This design comes from an exercise in tuning for small area and few clock cycles on the open sky130 flow, not from production work.
In this exercise RTL edits were held to simulation tests only and were not proved equivalent to the original.
Power figures rest on the tool's default switching activity, not on a simulated workload.

==> design/flow/design.v <==
module mmu_walk_engine (
    input  wire        clk,
    input  wire        rst,
    input  wire        cmd_valid,
    output wire        cmd_ready,
    input  wire [31:0] cmd_word,
    input  wire [63:0] cmd_a0,
    input  wire [63:0] cmd_a1,
    input  wire [63:0] cmd_a2,
    output wire        mem_req_valid,
    output wire [47:0] mem_req_addr,
    input  wire        mem_rsp_valid,
    input  wire        mem_rsp_fail,
    input  wire [63:0] mem_rsp_data,
    output wire        reg_req_valid,
    output wire [2:0]  reg_req_sel,
    input  wire        reg_rsp_valid,
    input  wire        reg_rsp_fail,
    input  wire [63:0] reg_rsp_data,
    output wire        rec_valid,
    input  wire        rec_ready,
    output wire [3:0]  rec_type,
    output wire [1:0]  rec_level,
    output wire [8:0]  rec_index,
    output wire [47:0] rec_base,
    output wire [47:0] rec_ea,
    output wire [63:0] rec_raw,
    output wire [63:0] rec_desc,
    output wire [63:0] rec_prefix,
    output wire [11:0] rec_info
);
    localparam [3:0] OP_DECOMPOSE = 4'd1, OP_SELROOT = 4'd2, OP_DECODE = 4'd3,
                     OP_WALK = 4'd4, OP_WALKR = 4'd5, OP_WALKPC = 4'd6,
                     OP_ENUM = 4'd7, OP_ENUMT = 4'd8, OP_DESCRIBE = 4'd9;
    localparam [3:0] R_ILLEGAL = 4'd0, W_ENTRY = 4'd1, E_ENTRY = 4'd2,
                     E_UNREAD = 4'd3, E_TABLE_END = 4'd4, R_DECOMP = 4'd8,
                     R_ROOT = 4'd9, R_DESC = 4'd10, R_PERM = 4'd11,
                     R_MAPPED = 4'd12, R_FAULT = 4'd13, R_ABORT = 4'd14,
                     R_ENUM_DONE = 4'd15;
    localparam [1:0] K_INVALID = 2'd0, K_TABLE = 2'd1, K_BLOCK = 2'd2, K_PAGE = 2'd3;
    localparam [1:0] RSN_INVALID = 2'd1, RSN_UNREADABLE = 2'd2, RSN_REGUNAVAIL = 2'd3;
    localparam [2:0] SEL_TTBR0 = 3'd0, SEL_TTBR1 = 3'd1, SEL_PC = 3'd4;
    localparam [3:0] S_IDLE     = 4'd0,
                     S_DISPATCH = 4'd1,
                     S_REC      = 4'd2,    
                     S_REG_REQ  = 4'd3,
                     S_REG_WAIT = 4'd4,
                     S_W_SETUP  = 4'd5,
                     S_W_REQ    = 4'd6,
                     S_W_WAIT   = 4'd7,
                     S_W_FAULT  = 4'd8,
                     S_W_MAP    = 4'd9,
                     S_E_CHECK  = 4'd10,
                     S_E_REQ    = 4'd11,
                     S_E_WAIT   = 4'd12,
                     S_E_DONE   = 4'd13;
    function [5:0] level_shift(input [1:0] l);
        case (l)
            2'd0:    level_shift = 6'd39;
            2'd1:    level_shift = 6'd30;
            2'd2:    level_shift = 6'd21;
            default: level_shift = 6'd12;
        endcase
    endfunction
    function [8:0] va_index(input [63:0] va, input [1:0] l);
        case (l)
            2'd0:    va_index = va[47:39];
            2'd1:    va_index = va[38:30];
            2'd2:    va_index = va[29:21];
            default: va_index = va[20:12];
        endcase
    endfunction
    function [1:0] desc_kind(input [63:0] raw, input [1:0] l);
        if (!raw[0])
            desc_kind = K_INVALID;
        else if (l == 2'd0)
            desc_kind = K_TABLE;
        else if (l == 2'd3)
            desc_kind = K_PAGE;
        else if (raw[1])
            desc_kind = K_TABLE;
        else
            desc_kind = K_BLOCK;
    endfunction
    function [47:0] desc_oa(input [63:0] raw, input [1:0] l);
        if (desc_kind(raw, l) == K_BLOCK && l == 2'd1)
            desc_oa = {raw[47:30], 30'b0};
        else if (desc_kind(raw, l) == K_BLOCK)
            desc_oa = {raw[47:21], 21'b0};
        else
            desc_oa = {raw[47:12], 12'b0};
    endfunction
    function [63:0] desc_pack(input [63:0] raw, input [1:0] l);
        reg [1:0] k;
        begin
            k = desc_kind(raw, l);
            if (k == K_INVALID)
                desc_pack = 64'd0;
            else
                desc_pack = (raw & 64'h00600000000007DD)
                          | {16'b0, desc_oa(raw, l)}
                          | ({62'b0, k} << 55)
                          | ({63'b0, (l == 2'd0) && !raw[1]} << 57);
        end
    endfunction
    function [11:0] describe(input [63:0] dd);
        describe = {dd[4:2], 1'b0, dd[9:8], dd[10], dd[53], dd[54], 1'b0, dd[7:6]};
    endfunction
    function cmd_legal(input [31:0] w);
        case (w[3:0])
            OP_DECOMPOSE, OP_SELROOT, OP_WALK, OP_WALKR, OP_WALKPC, OP_DESCRIBE:
                cmd_legal = (w[31:4] == 28'd0);
            OP_DECODE:
                cmd_legal = (w[31:6] == 26'd0);
            OP_ENUM, OP_ENUMT:
                cmd_legal = (w[31:18] == 14'd0) && (w[7:6] == 2'd0);
            default:
                cmd_legal = 1'b0;
        endcase
    endfunction
    reg [3:0]  state;
    reg [3:0]  rec_next;        
    reg [31:0] cmdw;
    reg [63:0] va;              
    reg [63:0] ttbr0;           
    reg [63:0] ttbr1;           
    reg [1:0]  lvl;             
    reg [47:0] base;            
    reg [63:0] raw;             
    reg [2:0]  regsel;          
    reg [47:0] fr_base [0:3];
    reg [9:0]  fr_idx  [0:3];   
    reg [9:0]  fr_emit [0:3];
    reg [63:0] fr_pref [0:3];
    reg [3:0]  r_type;
    reg [1:0]  r_level;
    reg [8:0]  r_index;
    reg [47:0] r_base;
    reg [47:0] r_ea;
    reg [63:0] r_raw;
    reg [63:0] r_desc;
    reg [63:0] r_prefix;
    reg [11:0] r_info;
    wire [3:0] op     = cmdw[3:0];
    wire [1:0] cmd_lv = cmdw[5:4];
    wire [9:0] cap    = cmdw[17:8];
    wire       filt   = (op == OP_ENUMT);
    wire [8:0]  w_idx = va_index(va, lvl);
    wire [47:0] w_ea  = {base[47:12], w_idx, 3'b000};
    wire [47:0] e_base = fr_base[lvl];
    wire [9:0]  e_idx  = fr_idx[lvl];
    wire [9:0]  e_emit = fr_emit[lvl];
    wire [63:0] e_pref = fr_pref[lvl];
    wire [47:0] e_ea   = {e_base[47:12], e_idx[8:0], 3'b000};
    wire [9:0]  e_next = filt ? 10'd512 : e_idx + 10'd1;
    wire [63:0] e_cp   = e_pref | ({55'd0, e_idx[8:0]} << level_shift(lvl));
    wire [63:0] e_rec  = e_cp[47] ? (e_cp | 64'hFFFF000000000000) : e_cp;
    wire [1:0]  rsp_kind = desc_kind(mem_rsp_data, lvl);
    assign cmd_ready     = (state == S_IDLE);
    assign mem_req_valid = (state == S_W_REQ) || (state == S_E_REQ);
    assign mem_req_addr  = (state == S_E_REQ) ? e_ea : w_ea;
    assign reg_req_valid = (state == S_REG_REQ);
    assign reg_req_sel   = regsel;
    assign rec_valid     = (state == S_REC);
    assign rec_type      = r_type;
    assign rec_level     = r_level;
    assign rec_index     = r_index;
    assign rec_base      = r_base;
    assign rec_ea        = r_ea;
    assign rec_raw       = r_raw;
    assign rec_desc      = r_desc;
    assign rec_prefix    = r_prefix;
    assign rec_info      = r_info;
    task put_rec(input [3:0] t, input [3:0] nxt);
        begin
            r_type   <= t;
            rec_next <= nxt;
            state    <= S_REC;
        end
    endtask
    always @(posedge clk) begin
        if (rst) begin
            state <= S_IDLE;
        end else begin
            case (state)
                S_IDLE: begin
                    if (cmd_valid) begin
                        cmdw  <= cmd_word;
                        va    <= cmd_a0;
                        ttbr0 <= cmd_a1;
                        ttbr1 <= cmd_a2;
                        state <= S_DISPATCH;
                    end
                end
                S_DISPATCH: begin
                    if (!cmd_legal(cmdw)) begin
                        r_raw <= {32'd0, cmdw};
                        put_rec(R_ILLEGAL, S_IDLE);
                    end else begin
                        case (op)
                            OP_DECOMPOSE: begin
                                r_raw <= {15'd0, va[55], va[47:0]};
                                put_rec(R_DECOMP, S_IDLE);
                            end
                            OP_SELROOT: begin
                                r_base <= va[55] ? {ttbr1[47:12], 12'd0} : {ttbr0[47:12], 12'd0};
                                put_rec(R_ROOT, S_IDLE);
                            end
                            OP_DECODE: begin
                                r_desc <= desc_pack(va, cmd_lv);
                                put_rec(R_DESC, S_IDLE);
                            end
                            OP_DESCRIBE: begin
                                r_info <= describe(va);
                                put_rec(R_PERM, S_IDLE);
                            end
                            OP_WALK: begin
                                state <= S_W_SETUP;
                            end
                            OP_WALKR: begin
                                regsel <= SEL_TTBR0;
                                state  <= S_REG_REQ;
                            end
                            OP_WALKPC: begin
                                regsel <= SEL_PC;
                                state  <= S_REG_REQ;
                            end
                            default: begin  
                                lvl              <= cmd_lv;
                                fr_base[cmd_lv]  <= {va[47:12], 12'd0};
                                fr_idx[cmd_lv]   <= filt ? {1'b0, va_index(ttbr1, cmd_lv)} : 10'd0;
                                fr_emit[cmd_lv]  <= 10'd0;
                                fr_pref[cmd_lv]  <= ttbr0;
                                state            <= S_E_CHECK;
                            end
                        endcase
                    end
                end
                S_REC: begin
                    if (rec_ready)
                        state <= rec_next;
                end
                S_REG_REQ: begin
                    state <= S_REG_WAIT;
                end
                S_REG_WAIT: begin
                    if (reg_rsp_valid) begin
                        if (reg_rsp_fail) begin
                            r_info <= {7'd0, regsel, RSN_REGUNAVAIL};
                            put_rec(R_ABORT, S_IDLE);
                        end else begin
                            case (regsel)
                                SEL_PC: begin
                                    va     <= reg_rsp_data;
                                    regsel <= SEL_TTBR0;
                                    state  <= S_REG_REQ;
                                end
                                SEL_TTBR0: begin
                                    ttbr0  <= reg_rsp_data;
                                    regsel <= SEL_TTBR1;
                                    state  <= S_REG_REQ;
                                end
                                default: begin
                                    ttbr1  <= reg_rsp_data;
                                    state  <= S_W_SETUP;
                                end
                            endcase
                        end
                    end
                end
                S_W_SETUP: begin
                    base  <= va[55] ? {ttbr1[47:12], 12'd0} : {ttbr0[47:12], 12'd0};
                    lvl   <= 2'd0;
                    state <= S_W_REQ;
                end
                S_W_REQ: begin
                    state <= S_W_WAIT;
                end
                S_W_WAIT: begin
                    if (mem_rsp_valid) begin
                        if (mem_rsp_fail) begin
                            r_level <= lvl;
                            r_info  <= {10'd0, RSN_UNREADABLE};
                            r_ea    <= w_ea;
                            put_rec(R_FAULT, S_IDLE);
                        end else begin
                            raw      <= mem_rsp_data;
                            r_level  <= lvl;
                            r_index  <= w_idx;
                            r_base   <= base;
                            r_ea     <= w_ea;
                            r_raw    <= mem_rsp_data;
                            r_desc   <= desc_pack(mem_rsp_data, lvl);
                            case (rsp_kind)
                                K_INVALID: put_rec(W_ENTRY, S_W_FAULT);
                                K_TABLE: begin
                                    base <= desc_oa(mem_rsp_data, lvl);
                                    lvl  <= lvl + 2'd1;
                                    put_rec(W_ENTRY, S_W_REQ);
                                end
                                default:   put_rec(W_ENTRY, S_W_MAP);
                            endcase
                        end
                    end
                end
                S_W_FAULT: begin
                    r_level <= lvl;
                    r_info  <= {10'd0, RSN_INVALID};
                    r_ea    <= w_ea;
                    put_rec(R_FAULT, S_IDLE);
                end
                S_W_MAP: begin
                    if (desc_kind(raw, lvl) == K_BLOCK && lvl == 2'd1)
                        r_base <= desc_oa(raw, lvl) | {18'd0, va[29:0]};
                    else if (desc_kind(raw, lvl) == K_BLOCK)
                        r_base <= desc_oa(raw, lvl) | {27'd0, va[20:0]};
                    else
                        r_base <= desc_oa(raw, lvl) | {36'd0, va[11:0]};
                    r_level <= lvl;
                    r_info  <= {10'd0, desc_kind(raw, lvl)};
                    put_rec(R_MAPPED, S_IDLE);
                end
                S_E_CHECK: begin
                    if (e_idx[9] || (!filt && e_emit >= cap)) begin
                        r_level <= lvl;
                        r_base  <= e_base;
                        r_info  <= {1'b0, !e_idx[9], e_emit};
                        if (lvl == cmd_lv) begin
                            put_rec(E_TABLE_END, S_E_DONE);
                        end else begin
                            lvl <= lvl - 2'd1;
                            put_rec(E_TABLE_END, S_E_CHECK);
                        end
                    end else begin
                        state <= S_E_REQ;
                    end
                end
                S_E_REQ: begin
                    state <= S_E_WAIT;
                end
                S_E_WAIT: begin
                    if (mem_rsp_valid) begin
                        fr_idx[lvl] <= e_next;
                        if (mem_rsp_fail) begin
                            r_level <= lvl;
                            r_index <= e_idx[8:0];
                            r_base  <= e_base;
                            r_ea    <= e_ea;
                            put_rec(E_UNREAD, S_E_CHECK);
                        end else if (rsp_kind == K_INVALID) begin
                            state <= S_E_CHECK;
                        end else begin
                            r_level  <= lvl;
                            r_index  <= e_idx[8:0];
                            r_base   <= e_base;
                            r_ea     <= e_ea;
                            r_raw    <= mem_rsp_data;
                            r_desc   <= desc_pack(mem_rsp_data, lvl);
                            r_prefix <= e_rec;
                            fr_emit[lvl] <= e_emit + 10'd1;
                            if (rsp_kind == K_TABLE) begin
                                fr_base[lvl + 2'd1] <= desc_oa(mem_rsp_data, lvl);
                                fr_idx[lvl + 2'd1]  <= filt ? {1'b0, va_index(ttbr1, lvl + 2'd1)} : 10'd0;
                                fr_emit[lvl + 2'd1] <= 10'd0;
                                fr_pref[lvl + 2'd1] <= e_cp;
                                lvl                 <= lvl + 2'd1;
                            end
                            put_rec(E_ENTRY, S_E_CHECK);
                        end
                    end
                end
                S_E_DONE: begin
                    put_rec(R_ENUM_DONE, S_IDLE);
                end
                default: state <= S_IDLE;
            endcase
        end
    end
endmodule
==> design/flow/run.sh <==
#!/bin/bash
# synth_recipe.tcl (not shown) runs the flow's synth.tcl, then flattens the netlist and writes it again
# the make line also repeats each setting of config.mk as NAME=value (left out here)
make -C /OpenROAD-flow-scripts/flow DESIGN_CONFIG=/design/flow/config.mk WORK_HOME=/design/flow/orfs CLKGATE_MAP_FILE= SYNTH_SCRIPT=/design/flow/synth_recipe.tcl finish
==> design/flow/config.mk <==
export PLATFORM = sky130hd
export DESIGN_NAME = mmu_walk_engine
export DESIGN_NICKNAME = mmu_walk_engine
export VERILOG_FILES = /design/flow/design.v
export SDC_FILE = /design/flow/constraint.sdc
export NUM_CORES = 4
export LEC_CHECK = 0
export CAP_MARGIN = 20
export CORE_MARGIN = 2
export CORE_UTILIZATION = 40
export PLACE_DENSITY = 0.6
export SLEW_MARGIN = 20
==> design/flow/constraint.sdc <==
create_clock -name core_clock -period 10.0 [get_ports {clk}]
set_input_delay 2.0000 -clock core_clock [delete_from_list [all_inputs] [get_ports {clk}]]
set_output_delay 2.0000 -clock core_clock [all_outputs]
set_load 0.01 [all_outputs]
==> notes.md <==
==> worst max-delay path, cell delays in order, from the launching register on <==
cell	delay [ns]
sky130_fd_sc_hd__edfxtp_1	0.70
sky130_fd_sc_hd__inv_1	0.45
sky130_fd_sc_hd__ha_1	0.48
sky130_fd_sc_hd__buf_4	0.48
sky130_fd_sc_hd__a222oi_1	0.24
sky130_fd_sc_hd__nand2_1	0.13
sky130_fd_sc_hd__o21ai_0	0.11
sky130_fd_sc_hd__o21ai_0	0.71
sky130_fd_sc_hd__clkdlybuf4s50_1	0.69
==> final timing paths <==
kind / from / end / slack [ns]
max: lvl[0]$_DFFE_PP_ / mem_req_addr[6] / 3.28
min: fr_emit[0][5]$_SDFFE_PP0P_ / fr_emit[0][5]$_SDFFE_PP0P_ / 0.46
max reg2reg: cmdw[0]$_DFFE_PP_ / fr_pref[2][27]$_DFFE_PP_ / 4.31
min reg2reg: fr_emit[0][5]$_SDFFE_PP0P_ / fr_emit[0][5]$_SDFFE_PP0P_ / 0.46
==> layer usage <==
layer	vias up	track usage, %	part of all wire, %
li1	14221	-	-
met1	16546	37.3	39
met2	1817	45.3	47
met3	291	6.42	9.9
met4	20	9.31	3.7
met5	-	0	0.088
==> placed cells by master (no fill, tap or decap), drive strengths merged, types with 58 or more instances in the layout <==
master and instances:
nand2 838, o21ai 154, nor2 168, mux2i 112, clkbuf 132, nand3 58, mux4 130, buf 76
a21oi 155, mux2 78, edfxtp 999, clkdlybuf4s50 667
==> kinds of logic (layout without fill, tap and decap cells) <==
kind of cell	Yosys count	in the layout	synth area share, %
compound gates	572	572	8.14
flops	1049	1049	67.0
other cells	1	24	0.00811
fa+ha+maj	20	20	0.541
mux	320	320	10.7
simple gates	1206	1206	10.7
xor+xnor	19	19	0.360
buf+inv	269	976	2.52
==> area by class of cell <==
cell class	instances	area (um2)	share of cell area (%)
flip-flops and latches	1049	31000	53.1
multi-input cells	2158	14400	24.7
repair buffers	743	7290	12.5
clock buffers	132	2880	4.92
well taps	1512	1890	3.24
clock inverters	74	811	1.39
inverters	27	103	0.176
diodes	3	7.51	0.0128
==> through the flow <==
step	area (um2)	setup slack (ns)
after detailed placement	54700	2.89
after CTS	58400	3.44
final	58400	3.28
after floorplan	46300	-2.04
after global placement	54700	2.94
after global routing	58400	3.32
==> state kept, by name, indices dropped and copies added (netlist names), 38 cells and up, named ones only <==
register and cells:
fr_pref 256, fr_base 144, r_prefix 64, r_raw 64
ttbr0 64, va 51, r_desc 50, r_base 48
r_ea 45, fr_emit 40, fr_idx 40, raw 38
==> where the power goes <==
group | switching, W | internal (W) | total (W)
clock | 0.00179 | 0.00240 | 0.00420
combinational | 0.00183 | 0.000994 | 0.00283
sequential | 0.000342 | 0.00538 | 0.00572
==> notes.md <==
wire length per cell after detailed routing 29.8 um; Worst Reg2Reg Path Length in Cells 9; # fillers 9939; top post-synthesis cells by area sky130_fd_sc_hd__edfxtp_1 (65%), sky130_fd_sc_hd__nand2_1 (6.8%), sky130_fd_sc_hd__mux4_2 (6.2%); type of origin of the critical path flop; total routing usage reported by global routing 28.0%; HPWL after detailed placement 121 mm; Setup Skew 0.0527 ns; Die X 344 um; Most used DFF post-synth sky130_fd_sc_hd__edfxtp_1; DIE AREA around 120000 um2; maximum number of pins on one net before global-route repair 82; via count of the first global-routing pass 31063; root buf cell sky130_fd_sc_hd__clkbuf_16; Worst Max-Slew Pin Slew 1.14 ns; Synth area leader sky130_fd_sc_hd__edfxtp_1; TritonCTS buffer count 111; number of instances in the placed design 5486; crit share post-route about two thirds; clock transition at the registers of the reported paths approximately 0.07 ns; maximum fanout along the worst path 27; total power 0.0127 W; fraction of post-synthesis cell area in the top cell type by area 64.9%; sequential fraction of the synthesis area 67.0%; power density over the cells 218 nW/um2; number of antenna violations at the first check in global routing 17; CP endpoint kind output port; layout cells sized above 1 11.9%; worst IR drop on VDD 136 uV; leading cell types by count after synthesis sky130_fd_sc_hd__edfxtp_1 (999), sky130_fd_sc_hd__nand2_1 (838), sky130_fd_sc_hd__nor2_1 (168), sky130_fd_sc_hd__clkbuf_1 (159), sky130_fd_sc_hd__a21oi_1 (154); initial cell density of the core 40.4%; most numerous cell in the Yosys netlist sky130_fd_sc_hd__edfxtp_1; Hold Path Stages 2; netlist area before placement 46300 um2; clock tree from TritonCTS built; post-detailed-routing wire length 170 mm; critical path data arrival time between 4 and 5 ns; highest clock frequency the design can meet 149 MHz; Sink Count 1049; violation count after the first detailed-route iteration 4255; count of state elements after synthesis approximately 1000; number of buffers added for setup after CTS 0; nets@finish 4470; Synth Warn # 1; cell count after synthesis 3456; WHS 0.456 ns; Max H-tree Level 3; I/O Pins 730; time the final worst path needs with I/O delays and setup 6.72 ns; number of design rule violations left after detail routing 0; count of vias placed by the detailed router 32895; path category of the worst min-delay check flop to flop; total number of placement rows 124; Clock Path Buffers 3; per-cell via count in the routed design 5.77; setup repair after global routing missed its margin false; post-synthesis async set-or-reset flop share 0%; TritonRoute pass-1 iters 6; total of max-cap violations 0; critical path start-end classification flop to output port; Core ar. 115000 um2; Area Overhead vs Synth 26.3%; count of final setup violators 0; Final GP Congestion 0.892; required time worst endpoint 8.00 ns; max-slew headroom at the worst pin 23.9%; I/O Buffers 667; Post-DRT Antenna Nets 0; result of the run no timing/DRC/antenna violations; leak pwr 20.8 nW; overflow left after global routing 0; hold_buf cts 0; fin. max-slew vios 0; clock latency on the worst-skew pair 0.72 ns; die outline height about 340 um; Total Negative Setup Slacks 0 ns; Final Util 51.0%; post-cts repair resize count 0; EDFF count, synth about 1000; final cell count without fillers 5698; post-synthesis average cell area 13.4 um2; first-pass GRT wire length between 200 and 250 mm; Hold Violations, Final 0; Distinct cells, synth 80
Testbench counts, summed over its fixed seeds: cycles 342,172.

[what the ideal ports hide]
Ports are ideal in the flow. The routed layout listed here was re-timed in OpenROAD.
Step 1, drivers: a clkbuf_16 drives clk and a buf_2 each remaining input, both assumed.
Step 2 also shifts input and output timing later by t, the mid clock arrival at the registers, as if the neighbouring blocks saw the same clock.
a / b / c = ideal ports / drivers / drivers and shift; a / b = the first two.
t, ns: 0.774
slack for setup (ns): 3.278 / 3.202 / 3.149
worst hold slack (ns): 0.456 / 0.456 / 0.456
latest minus earliest clock arrival (ns): 0.053 / 0.054
slew at the worst register clock pin (ns): 0.07 / 0.07
After both steps setup and hold are still met in this run. For this run, drivers alone change the setup slack by -0.076 ns; drivers and shift together by -0.129 ns.
